What follows belongs to an exercise in optimizing a design on an open flow for small area, a short achievable clock period and few clock cycles per item; a production flow would make more cautious choices.

==> wip/violet <==
==> flow/design.v <==
module iwp_cmd_core (
    input  wire        clk,
    input  wire        rst,
    input  wire        cmd_valid,
    output wire        cmd_ready,
    input  wire [7:0]  cmd_op,
    input  wire [31:0] cmd_arg0,
    input  wire [31:0] cmd_arg1,
    input  wire [31:0] cmd_arg2,
    input  wire [31:0] cmd_arg3,
    input  wire [63:0] cmd_now,
    output reg         rsp_valid,
    output reg  [31:0] rsp_q0,
    output wire [31:0] rsp_q1,
    output wire [31:0] rsp_q2,
    output wire [31:0] rsp_q3,
    output wire [7:0]  rsp_status
);
    localparam [1:0] STOPPED = 2'd0;
    localparam [1:0] PAUSED  = 2'd1;
    localparam [1:0] PLAYING = 2'd2;
    localparam integer K = 2;                
    reg  [15:0] q1;
    reg  [1:0]  q2;
    reg         st_nz, st_ref;
    assign rsp_q1     = {16'd0, q1};
    assign rsp_q2     = {30'd0, q2};
    assign rsp_q3     = 32'd0;
    assign rsp_status = {st_nz, st_nz, st_nz, st_ref, st_ref, st_ref, st_ref, st_ref};
    reg [1:0]  seq_state;
    reg [15:0] seq_index;
    reg [15:0] seq_n;
    reg        seq_loop;
    reg [19:0] seq_fps;
    reg [13:0] seq_speed;
    reg [63:0] seq_last;
    reg [15:0] tx_maxdg;
    reg [31:0] tx_scan_hz;
    reg        tx_session;
    reg [31:0] tx_ndgram;
    reg [19:0] tx_period;
    reg        ready_q;
    reg        s_v;
    reg [7:0]  s_op;
    reg [31:0] s_a0, s_a1, s_a2, s_a3;
    reg [63:0] s_now;
    assign cmd_ready = ready_q;
    wire op_w2s  = s_op == 8'h12;
    wire op_tx   = s_op == 8'h30 || s_op == 8'h31;
    wire op_upd  = s_op == 8'h44;
    wire op_set  = s_op == 8'h47 || s_op == 8'h48;
    reg         wph;             
    reg  [2:0]  tst;             
    localparam [2:0] T_IDLE = 3'd0, T_MUL1 = 3'd1, T_MUL2 = 3'd2, T_START = 3'd3, T_DIV = 3'd4;
    wire        w2s_act = s_v && op_w2s;
    reg  [15:0] ma, mb;
    always @(*) begin
        if (w2s_act) begin
            ma = wph ? s_a1[15:0] : s_a0[15:0];
            mb = wph ? s_a3[15:0] : s_a2[15:0];
        end else begin
            ma = {2'd0, seq_speed};
            mb = (tst == T_MUL1) ? seq_fps[15:0] : {12'd0, seq_fps[19:16]};
        end
    end
    wire [31:0] mp = ma * mb;
    localparam [39:0] NT = 40'd999999999999;
    localparam [19:0] NX = 20'd1000000;
    reg  [33:0] rmul;            
    reg  [26:0] tf;              
    reg  [33:0] rem;
    reg  [4:0]  pos;             
    reg         dmode;
    reg  [1:0]  txst;            
    wire [33:0] dd = dmode ? {14'd0, tx_scan_hz[19:0]} : rmul;
    function nbit(input md, input [4:0] p);
        nbit = md ? NX[p] : NT[p];
    endfunction
    wire        st1   = pos != 5'd0;
    wire        st2   = pos > 5'd1;
    wire [4:0]  p1    = pos - 5'd1;
    wire [4:0]  p2    = pos - 5'd2;
    wire [34:0] tr1   = {rem, nbit(dmode, p1)};
    wire [35:0] df1   = {1'b0, tr1} - {2'd0, dd};
    wire        ge1   = !df1[35];
    wire [33:0] r1    = ge1 ? df1[33:0] : tr1[33:0];
    wire [34:0] tr2   = {r1, nbit(dmode, p2)};
    wire [35:0] df2   = {1'b0, tr2} - {2'd0, dd};
    wire        ge2   = !df2[35];
    wire [33:0] r2    = ge2 ? df2[33:0] : tr2[33:0];
    wire [26:0] qset  = ({26'd0, ge1} << p1) | ({26'd0, ge2 & st2} << p2);
    wire [33:0] rem_n = st2 ? r2 : r1;
    wire [4:0]  pos_n = st2 ? pos - 5'd2 : 5'd0;
    wire        div_run = (tst == T_DIV) || (txst == 2'd1);
    reg  [5:0]  rb;              
    reg  [4:0]  hb;              
    integer i;
    always @(*) begin
        rb = 6'd0;
        for (i = 0; i < 34; i = i + 1) if (rmul[i]) rb = i + 1;
        hb = 5'd0;
        for (i = 0; i < 20; i = i + 1) if (s_a0[i]) hb = i + 1;
    end
    wire [4:0]  tnp   = 6'd41 - rb;               
    wire [33:0] tinit = NT >> tnp;
    wire [4:0]  xnp   = 5'd21 - hb;               
    wire [33:0] xinit = {14'd0, NX >> xnp};
    wire [35:0] rdf   = {1'b0, rem, 1'b0} - {2'd0, dd};
    wire        r_gt  = !rdf[35] && (rdf[34:0] != 35'd0);
    wire        r_eq  = rdf == 36'd0;
    wire [19:0] per_r = tx_period + {19'd0, r_gt || (r_eq && tx_period[0])};
    wire [64:0] ed    = {1'b0, s_now} - {1'b0, seq_last};
    wire        e_neg = ed[64];
    wire        e_big = |ed[63:27];
    wire [26:0] tmask = (dmode || tst == T_IDLE) ? 27'd0 : ~(27'h7ffffff << pos);
    wire [26:0] qhi   = tf | tmask;
    wire        d_yes = !e_neg && (e_big || ed[26:0] > qhi);
    wire        d_no  = e_neg || (!e_big && ed[26:0] <= tf);
    wire        playing = seq_state == PLAYING;
    wire        upd_go  = playing && seq_n != 16'd0;
    wire [16:0] idx_p1    = {1'b0, seq_index} + 17'd1;
    wire        adv_in    = idx_p1 < {1'b0, seq_n};
    wire [15:0] nm1       = seq_n - 16'd1;
    wire [15:0] adv_index = adv_in ? idx_p1[15:0] : (seq_loop ? 16'd0 : nm1);
    wire [1:0]  adv_state = (!adv_in && !seq_loop && playing) ? PAUSED : seq_state;
    wire [15:0] prev_index = (seq_index == 16'd0) ? nm1 : seq_index - 16'd1;
    wire [19:0] fps_c = (s_a0 < 32'd100) ? 20'd100 : (s_a0 > 32'd1000000) ? 20'd1000000 : s_a0[19:0];
    wire [13:0] spd_c = (s_a0 < 32'd100) ? 14'd100 : (s_a0 > 32'd10000) ? 14'd10000 : s_a0[13:0];
    wire [15:0] xa = s_a0[15:0];
    wire [15:0] xb = s_a1[15:0];
    wire        a_gt = xa > 16'd255;
    wire [15:0] y_neg = 16'h8000 - xb;
    reg [31:0] rd_val;
    reg        rd_ok;
    always @(*) begin
        rd_ok  = 1'b1;
        rd_val = 32'd0;
        case (s_a0[7:0])
            8'h00: rd_val = {24'd0, rsp_status};
            8'h01: rd_val = rsp_q0;
            8'h02: rd_val = {16'd0, q1};
            8'h03: rd_val = {30'd0, q2};
            8'h04: rd_val = 32'd0;
            8'h08: rd_val = s_a0;
            8'h09: rd_val = s_a1;
            8'h0A: rd_val = s_a2;
            8'h0B: rd_val = s_a3;
            8'h20: rd_val = {30'd0, seq_state};
            8'h21: rd_val = {16'd0, seq_index};
            8'h22: rd_val = {31'd0, seq_loop};
            8'h23: rd_val = {12'd0, seq_fps};
            8'h24: rd_val = {18'd0, seq_speed};
            8'h25: rd_val = seq_last[31:0];
            8'h26: rd_val = seq_last[63:32];
            8'h27: rd_val = {16'd0, seq_n};
            8'h30: rd_val = {16'd0, tx_maxdg};
            8'h31: rd_val = tx_scan_hz;
            8'h32: rd_val = {12'd0, tx_period};
            8'h33: rd_val = {31'd0, tx_session};
            8'h34: rd_val = tx_ndgram;
            8'h10, 8'h11, 8'h12,
            8'h40, 8'h41, 8'h42,
            8'h48, 8'h49, 8'h4A, 8'h4B, 8'h4C, 8'h4D, 8'h4E, 8'h4F, 8'h50,
            8'h60: rd_val = 32'd0;
            default: rd_ok = 1'b0;
        endcase
    end
    wire tx_triv = s_a0 == 32'd0 || s_a0 > 32'd1000000;
    reg  done;
    always @(*) begin
        if (op_w2s)      done = wph;
        else if (op_tx)  done = tx_triv || txst == 2'd2;
        else if (op_upd) done = !upd_go || d_yes || d_no;
        else             done = 1'b1;
    end
    wire fin = s_v && done;
    wire tpend_n = (s_v && op_set) || (tst != T_IDLE && !(tst == T_DIV && pos <= K));
    wire in_mc   = cmd_op == 8'h12 || cmd_op == 8'h30 || cmd_op == 8'h31 ||
                   (cmd_op == 8'h44 && tpend_n);
    wire will_fin = s_v && ((op_w2s && !wph) ||
                            (op_tx && txst == 2'd1 && pos <= K));
    always @(posedge clk) begin
        if (ready_q) begin
            s_op  <= cmd_op;
            s_a0  <= cmd_arg0;
            s_a1  <= cmd_arg1;
            s_a2  <= cmd_arg2;
            s_a3  <= cmd_arg3;
            s_now <= cmd_now;
        end
    end
    always @(posedge clk) begin
        if (rst) begin
            ready_q    <= 1'b1;
            s_v        <= 1'b0;
            wph        <= 1'b0;
            tst        <= T_IDLE;
            txst       <= 2'd0;
            dmode      <= 1'b0;
            pos        <= 5'd0;
            rem        <= 34'd0;
            rmul       <= 34'd30000000;
            tf         <= 27'd33333;
            seq_state  <= STOPPED;
            seq_index  <= 16'd0;
            seq_n      <= 16'd0;
            seq_loop   <= 1'b1;
            seq_fps    <= 20'd30000;
            seq_speed  <= 14'd1000;
            seq_last   <= 64'd0;
            tx_maxdg   <= 16'd1023;
            tx_scan_hz <= 32'd0;
            tx_session <= 1'b0;
            tx_ndgram  <= 32'd0;
            tx_period  <= 20'd1;
            rsp_valid  <= 1'b0;
            rsp_q0     <= 32'd0;
            q1         <= 16'd0;
            q2         <= 2'd0;
            st_nz      <= 1'b0;
            st_ref     <= 1'b0;
        end else begin
            if (ready_q) begin
                s_v     <= cmd_valid;
                ready_q <= !(cmd_valid && in_mc);
            end else if (fin) begin
                s_v     <= 1'b0;
                ready_q <= 1'b1;
            end else begin
                ready_q <= will_fin;
            end
            case (tst)
                T_MUL1: if (!w2s_act) begin
                    rmul <= {4'd0, mp[29:0]};
                    tst  <= T_MUL2;
                end
                T_MUL2: if (!w2s_act) begin
                    rmul[33:16] <= rmul[33:16] + mp[17:0];
                    tst  <= T_START;
                end
                T_START: begin
                    pos <= tnp;
                    rem <= tinit;
                    tst <= T_DIV;
                end
                default: ;
            endcase
            if (div_run) begin
                rem <= rem_n;
                pos <= pos_n;
                if (dmode) tx_period <= tx_period | qset[19:0];
                else       tf        <= tf | qset;
                if (pos <= K) begin
                    if (dmode) txst <= 2'd2;
                    else       tst  <= T_IDLE;
                end
            end
            rsp_valid <= fin;
            if (s_v) begin
                if (fin) begin
                    st_nz  <= 1'b0;
                    st_ref <= 1'b0;
                end
                case (s_op)
                    8'h00: ;
                    8'h10, 8'h11: begin
                        rsp_q0 <= {16'd0, (s_op[0] ? xa - 16'h8000 : xa + 16'h8000)};
                        q1     <= y_neg;
                    end
                    8'h12: begin
                        wph <= !wph;
                        if (!wph) rsp_q0 <= (s_a2[15:0] == 16'd0 || s_a3[15:0] == 16'd0) ? 32'd0 : {16'd0, mp[31:16]};
                        else begin
                            q1 <= (s_a2[15:0] == 16'd0 || s_a3[15:0] == 16'd0) ? 16'd0 : mp[31:16];
                            if (s_a2[15:0] == 16'd0 || s_a3[15:0] == 16'd0) st_nz <= 1'b1;
                        end
                    end
                    8'h13: rsp_q0 <= {16'd0, s_a0[7:0], s_a0[7:0]};
                    8'h14: rsp_q0 <= {16'd0, a_gt ? {8'd0, xa[15:8]} : xa};
                    8'h15: rsp_q0 <= {16'd0, s_a1[0] ? 16'd0 : a_gt ? xa : {xa[7:0], xa[7:0]}};
                    8'h30, 8'h31: begin
                        tx_scan_hz <= s_a0;
                        if (tx_triv) begin
                            tx_period <= 20'd1;
                            rsp_q0    <= 32'd1;
                        end else if (txst == 2'd0) begin
                            if (tst == T_IDLE) begin
                                dmode     <= 1'b1;
                                pos       <= xnp;
                                rem       <= xinit;
                                tx_period <= 20'd0;
                                txst      <= 2'd1;
                            end
                        end else if (txst == 2'd2) begin
                            tx_period <= per_r;
                            rsp_q0    <= {12'd0, per_r};
                            txst      <= 2'd0;
                        end
                        if (fin && (s_op == 8'h30 || tx_session)) begin
                            tx_ndgram  <= tx_ndgram + 32'd1;
                            tx_session <= 1'b1;
                        end
                    end
                    8'h33: begin
                        if (tx_session) begin
                            tx_session <= 1'b0;
                            tx_ndgram  <= tx_ndgram + 32'd1;
                        end
                        rsp_q0 <= {31'd0, tx_session};
                    end
                    8'h34: begin
                        if (s_a0 >= 32'd11 && s_a0 <= 32'd65535)
                            tx_maxdg <= s_a0[15:0];
                        else
                            st_nz <= 1'b1;
                    end
                    8'h40: begin
                        seq_n     <= s_a0[15:0];
                        seq_index <= 16'd0;
                        seq_state <= STOPPED;
                        rsp_q0    <= {16'd0, s_a0[15:0]};
                    end
                    8'h41: begin
                        if (!playing) begin
                            seq_state <= PLAYING;
                            seq_last  <= s_now;
                        end
                        rsp_q0 <= {30'd0, PLAYING};
                    end
                    8'h42: begin
                        if (playing) seq_state <= PAUSED;
                        rsp_q0 <= {30'd0, playing ? PAUSED : seq_state};
                    end
                    8'h43: begin
                        seq_state <= STOPPED;
                        seq_index <= 16'd0;
                        rsp_q0    <= 32'd0;
                    end
                    8'h44: if (fin) begin
                        if (upd_go && d_yes) begin
                            seq_index <= adv_index;
                            seq_state <= adv_state;
                            seq_last  <= s_now;
                            rsp_q0    <= {31'd0, adv_index != seq_index};
                            q1        <= adv_index;
                        end else begin
                            rsp_q0    <= 32'd0;
                            q1        <= seq_index;
                        end
                    end
                    8'h45: begin
                        if (seq_n != 16'd0) begin
                            seq_index <= adv_index;
                            seq_state <= adv_state;
                            rsp_q0    <= {16'd0, adv_index};
                        end else begin
                            rsp_q0    <= {16'd0, seq_index};
                        end
                    end
                    8'h46: begin
                        if (seq_n != 16'd0) begin
                            seq_index <= prev_index;
                            rsp_q0    <= {16'd0, prev_index};
                        end else begin
                            rsp_q0    <= {16'd0, seq_index};
                        end
                    end
                    8'h47: begin
                        seq_fps <= fps_c;
                        rsp_q0  <= {12'd0, fps_c};
                    end
                    8'h48: begin
                        seq_speed <= spd_c;
                        rsp_q0    <= {18'd0, spd_c};
                    end
                    8'h49: begin
                        seq_loop <= s_a0[0];
                        rsp_q0   <= {31'd0, s_a0[0]};
                    end
                    8'h4A: begin
                        rsp_q0 <= {16'd0, seq_index};
                        q1     <= seq_n;
                        q2     <= seq_state;
                    end
                    8'h50: begin
                        rsp_q0 <= rd_ok ? rd_val : 32'd0;
                        if (!rd_ok) st_nz <= 1'b1;
                    end
                    default: begin
                        st_nz  <= 1'b1;
                        st_ref <= 1'b1;
                    end
                endcase
                if (op_set) begin
                    tst   <= T_MUL1;
                    tf    <= 27'd0;
                    pos   <= 5'd27;
                    dmode <= 1'b0;
                end
            end
        end
    end
endmodule
==> flow/run.sh <==
#!/bin/bash
# synth_recipe.tcl (not shown) runs the flow's synth.tcl, then flattens the netlist and writes it again
# the make line also repeats each setting of config.mk as NAME=value (left out here)
make -C /OpenROAD-flow-scripts/flow DESIGN_CONFIG=/design/flow/config.mk WORK_HOME=/design/flow/orfs CLKGATE_MAP_FILE= SYNTH_SCRIPT=/design/flow/synth_recipe.tcl finish
==> flow/config.mk <==
export PLATFORM = sky130hd
export DESIGN_NAME = iwp_cmd_core
export DESIGN_NICKNAME = iwp_cmd_core
export VERILOG_FILES = /design/flow/design.v
export SDC_FILE = /design/flow/constraint.sdc
export NUM_CORES = 4
export LEC_CHECK = 0
export CAP_MARGIN = 20
export CORE_MARGIN = 2
export CORE_UTILIZATION = 40
export SLEW_MARGIN = 20
==> flow/constraint.sdc <==
create_clock -name core_clock -period 24.0 [get_ports {clk}]
set_input_delay 4.8000 -clock core_clock [delete_from_list [all_inputs] [get_ports {clk}]]
set_output_delay 4.8000 -clock core_clock [all_outputs]
set_load 0.01 [all_outputs]
==> inputs of wip/tundra, as changes to wip/violet <==
--- a/flow/design.v
+++ b/flow/design.v
@@ -19,7 +19,6 @@
     localparam [1:0] STOPPED = 2'd0;
     localparam [1:0] PAUSED  = 2'd1;
     localparam [1:0] PLAYING = 2'd2;
-    localparam integer K = 2;                
     reg  [15:0] q1;
     reg  [1:0]  q2;
     reg         st_nz, st_ref;
@@ -45,14 +44,11 @@
     reg [31:0] s_a0, s_a1, s_a2, s_a3;
     reg [63:0] s_now;
     assign cmd_ready = ready_q;
-    wire op_w2s  = s_op == 8'h12;
-    wire op_tx   = s_op == 8'h30 || s_op == 8'h31;
-    wire op_upd  = s_op == 8'h44;
-    wire op_set  = s_op == 8'h47 || s_op == 8'h48;
+    reg  op_w2s, op_tx, op_upd, op_set;
+    reg  w2s_act;                
     reg         wph;             
     reg  [2:0]  tst;             
     localparam [2:0] T_IDLE = 3'd0, T_MUL1 = 3'd1, T_MUL2 = 3'd2, T_START = 3'd3, T_DIV = 3'd4;
-    wire        w2s_act = s_v && op_w2s;
     reg  [15:0] ma, mb;
     always @(*) begin
         if (w2s_act) begin
@@ -60,12 +56,13 @@
             mb = wph ? s_a3[15:0] : s_a2[15:0];
         end else begin
             ma = {2'd0, seq_speed};
-            mb = (tst == T_MUL1) ? seq_fps[15:0] : {12'd0, seq_fps[19:16]};
+            mb = (tst == T_MUL1) ? {12'd0, seq_fps[19:16]} : seq_fps[15:0];
         end
     end
-    wire [31:0] mp = ma * mb;
+    wire [33:0] madd = (!w2s_act && tst == T_MUL2) ? {rmul[17:0], 16'd0} : 34'd0;
+    wire [33:0] mp = ma * mb + madd;
     localparam [39:0] NT = 40'd999999999999;
-    localparam [19:0] NX = 20'd1000000;
+    localparam [20:0] NX = 21'd2000000;
     reg  [33:0] rmul;            
     reg  [26:0] tf;              
     reg  [33:0] rem;
@@ -74,23 +71,16 @@
     reg  [1:0]  txst;            
     wire [33:0] dd = dmode ? {14'd0, tx_scan_hz[19:0]} : rmul;
     function nbit(input md, input [4:0] p);
-        nbit = md ? NX[p] : NT[p];
+        nbit = md ? (p < 5'd21 && NX[p]) : NT[p];
     endfunction
-    wire        st1   = pos != 5'd0;
-    wire        st2   = pos > 5'd1;
+    reg         nb;              
     wire [4:0]  p1    = pos - 5'd1;
-    wire [4:0]  p2    = pos - 5'd2;
-    wire [34:0] tr1   = {rem, nbit(dmode, p1)};
+    wire [26:0] p1dec = 27'd1 << p1;
+    wire [34:0] tr1   = {rem, nb};
     wire [35:0] df1   = {1'b0, tr1} - {2'd0, dd};
     wire        ge1   = !df1[35];
-    wire [33:0] r1    = ge1 ? df1[33:0] : tr1[33:0];
-    wire [34:0] tr2   = {r1, nbit(dmode, p2)};
-    wire [35:0] df2   = {1'b0, tr2} - {2'd0, dd};
-    wire        ge2   = !df2[35];
-    wire [33:0] r2    = ge2 ? df2[33:0] : tr2[33:0];
-    wire [26:0] qset  = ({26'd0, ge1} << p1) | ({26'd0, ge2 & st2} << p2);
-    wire [33:0] rem_n = st2 ? r2 : r1;
-    wire [4:0]  pos_n = st2 ? pos - 5'd2 : 5'd0;
+    wire [33:0] rem_n = ge1 ? df1[33:0] : tr1[33:0];
+    wire [26:0] qset  = p1dec & {27{ge1}};
     wire        div_run = (tst == T_DIV) || (txst == 2'd1);
     reg  [5:0]  rb;              
     reg  [4:0]  hb;              
@@ -103,12 +93,10 @@
     end
     wire [4:0]  tnp   = 6'd41 - rb;               
     wire [33:0] tinit = NT >> tnp;
-    wire [4:0]  xnp   = 5'd21 - hb;               
-    wire [33:0] xinit = {14'd0, NX >> xnp};
-    wire [35:0] rdf   = {1'b0, rem, 1'b0} - {2'd0, dd};
-    wire        r_gt  = !rdf[35] && (rdf[34:0] != 35'd0);
-    wire        r_eq  = rdf == 36'd0;
-    wire [19:0] per_r = tx_period + {19'd0, r_gt || (r_eq && tx_period[0])};
+    wire [4:0]  xnp   = 5'd22 - hb;               
+    wire [33:0] xinit = {13'd0, NX >> xnp};
+    reg         xq0;
+    wire [19:0] per_r = tx_period + {19'd0, xq0 && (rem != 34'd0 || tx_period[0])};
     wire [64:0] ed    = {1'b0, s_now} - {1'b0, seq_last};
     wire        e_neg = ed[64];
     wire        e_big = |ed[63:27];
@@ -174,13 +162,19 @@
         else             done = 1'b1;
     end
     wire fin = s_v && done;
-    wire tpend_n = (s_v && op_set) || (tst != T_IDLE && !(tst == T_DIV && pos <= K));
-    wire in_mc   = cmd_op == 8'h12 || cmd_op == 8'h30 || cmd_op == 8'h31 ||
-                   (cmd_op == 8'h44 && tpend_n);
+    wire tpend_n = (s_v && op_set) || (tst != T_IDLE && !(tst == T_DIV && pos == 5'd1));
+    wire play_n  = (playing || (s_v && s_op == 8'h41)) && (seq_n != 16'd0 || (s_v && s_op == 8'h40));
+    wire in_mc   = cmd_op == 8'h12 ||
+                   ((cmd_op == 8'h30 || cmd_op == 8'h31) && cmd_arg0[31:20] == 12'd0) ||
+                   (cmd_op == 8'h44 && tpend_n && play_n);
     wire will_fin = s_v && ((op_w2s && !wph) ||
-                            (op_tx && txst == 2'd1 && pos <= K));
+                            (op_tx && txst == 2'd1 && pos == 5'd1));
     always @(posedge clk) begin
         if (ready_q) begin
+            op_w2s <= cmd_op == 8'h12;
+            op_tx  <= cmd_op == 8'h30 || cmd_op == 8'h31;
+            op_upd <= cmd_op == 8'h44;
+            op_set <= cmd_op == 8'h47 || cmd_op == 8'h48;
             s_op  <= cmd_op;
             s_a0  <= cmd_arg0;
             s_a1  <= cmd_arg1;
@@ -193,10 +187,13 @@
         if (rst) begin
             ready_q    <= 1'b1;
             s_v        <= 1'b0;
+            w2s_act    <= 1'b0;
+            nb         <= 1'b0;
             wph        <= 1'b0;
             tst        <= T_IDLE;
             txst       <= 2'd0;
             dmode      <= 1'b0;
+            xq0        <= 1'b0;
             pos        <= 5'd0;
             rem        <= 34'd0;
             rmul       <= 34'd30000000;
@@ -222,24 +219,27 @@
         end else begin
             if (ready_q) begin
                 s_v     <= cmd_valid;
+                w2s_act <= cmd_valid && cmd_op == 8'h12;
                 ready_q <= !(cmd_valid && in_mc);
             end else if (fin) begin
                 s_v     <= 1'b0;
+                w2s_act <= 1'b0;
                 ready_q <= 1'b1;
             end else begin
                 ready_q <= will_fin;
             end
             case (tst)
                 T_MUL1: if (!w2s_act) begin
-                    rmul <= {4'd0, mp[29:0]};
+                    rmul <= mp;
                     tst  <= T_MUL2;
                 end
                 T_MUL2: if (!w2s_act) begin
-                    rmul[33:16] <= rmul[33:16] + mp[17:0];
+                    rmul <= mp;
                     tst  <= T_START;
                 end
                 T_START: begin
                     pos <= tnp;
+                    nb  <= NT[tnp - 5'd1];
                     rem <= tinit;
                     tst <= T_DIV;
                 end
@@ -247,10 +247,11 @@
             endcase
             if (div_run) begin
                 rem <= rem_n;
-                pos <= pos_n;
-                if (dmode) tx_period <= tx_period | qset[19:0];
+                pos <= p1;
+                nb  <= nbit(dmode, pos - 5'd2);
+                if (dmode) {tx_period, xq0} <= {tx_period, xq0} | qset[20:0];
                 else       tf        <= tf | qset;
-                if (pos <= K) begin
+                if (pos == 5'd1) begin
                     if (dmode) txst <= 2'd2;
                     else       tst  <= T_IDLE;
                 end
@@ -287,8 +288,10 @@
                             if (tst == T_IDLE) begin
                                 dmode     <= 1'b1;
                                 pos       <= xnp;
+                                nb        <= NX[xnp - 5'd1];
                                 rem       <= xinit;
                                 tx_period <= 20'd0;
+                                xq0       <= 1'b0;
                                 txst      <= 2'd1;
                             end
                         end else if (txst == 2'd2) begin
==> flow_metrics.tcl <==
set metrics [dict create \
    synthCells 6085 \
    cts_buffers 72 \
    path_max_fanout 17 \
    status "finished clean" \
    multi_input_area_share_pct 57.9 \
    critPathArrivalTime_ns 10.60 \
    wl_met2_um 95200 \
    n_all_buffers 399 \
    multi_input_area_mm2 0.0329 \
    clkCellAreaFrac_pct 4.26 \
    setup_slack_ns 14.02 \
    cp-endpoint "rsp_q0[15]" \
    fin_nets 6916 \
    inverters 438 \
]
-- figures above: wip/tundra

==> flow_metrics.tcl <==
set metrics [dict create \
    inverters 464 \
    clkCellAreaFrac_pct 4.44 \
    seqCellArea_mm2 0.0139 \
    status "finished clean" \
    critPathArrivalTime_ns 10.66 \
    cts_buffers 76 \
    finalCritPeriodShare_pct 42.0 \
    cts_hold_buf 0 \
    cp-endpoint "tx_period[16]" \
    top_regs "s_now x64, seq_last x64" \
    path_max_fanout 36 \
    setup_slack_ns 13.92 \
    synth_area_leaders "dfxtp_1 (15%), edfxtp_1 (11%), ha_1 (8.2%), fa_1 (7.3%), nand2_1 (5.9%)" \
    fin_nets 7546 \
    synthCells 6713 \
    ys_ff_latch 596 \
    multi_input_area_mm2 0.0364 \
    multi_input_area_share_pct 59.9 \
    n_all_buffers 408 \
]
-- figures above: wip/violet

Function was not checked in any run of this note: the RTL went through the layout flow alone.

[what the ideal ports hide]
In the flow no input, the clock included, has a driving cell. The finished layouts below were timed again as built, in two steps. Step 1 (the two cells are an assumption about what drives the block):
set clk [get_ports {clk}]
set_driving_cell -lib_cell sky130_fd_sc_hd__clkbuf_16 $clk
set_driving_cell -lib_cell sky130_fd_sc_hd__buf_2 [delete_from_list [all_inputs] $clk]
Step 2 times the ports against the registers' clock, not the clock port: input delays grow and output delays shrink by t, the midpoint of the rising clock arrivals with the driver on. Slacks: no drivers / after step 1 / after step 2; pairs: no drivers / after step 1.
run	shift t [ns]	setup slack, ns	pins driven straight from the clock port
wip/violet	0.784	13.920 / 13.920 / 13.920	1
wip/tundra	0.749	14.016 / 14.016 / 14.016	1
After both steps every run listed still meets setup and hold.
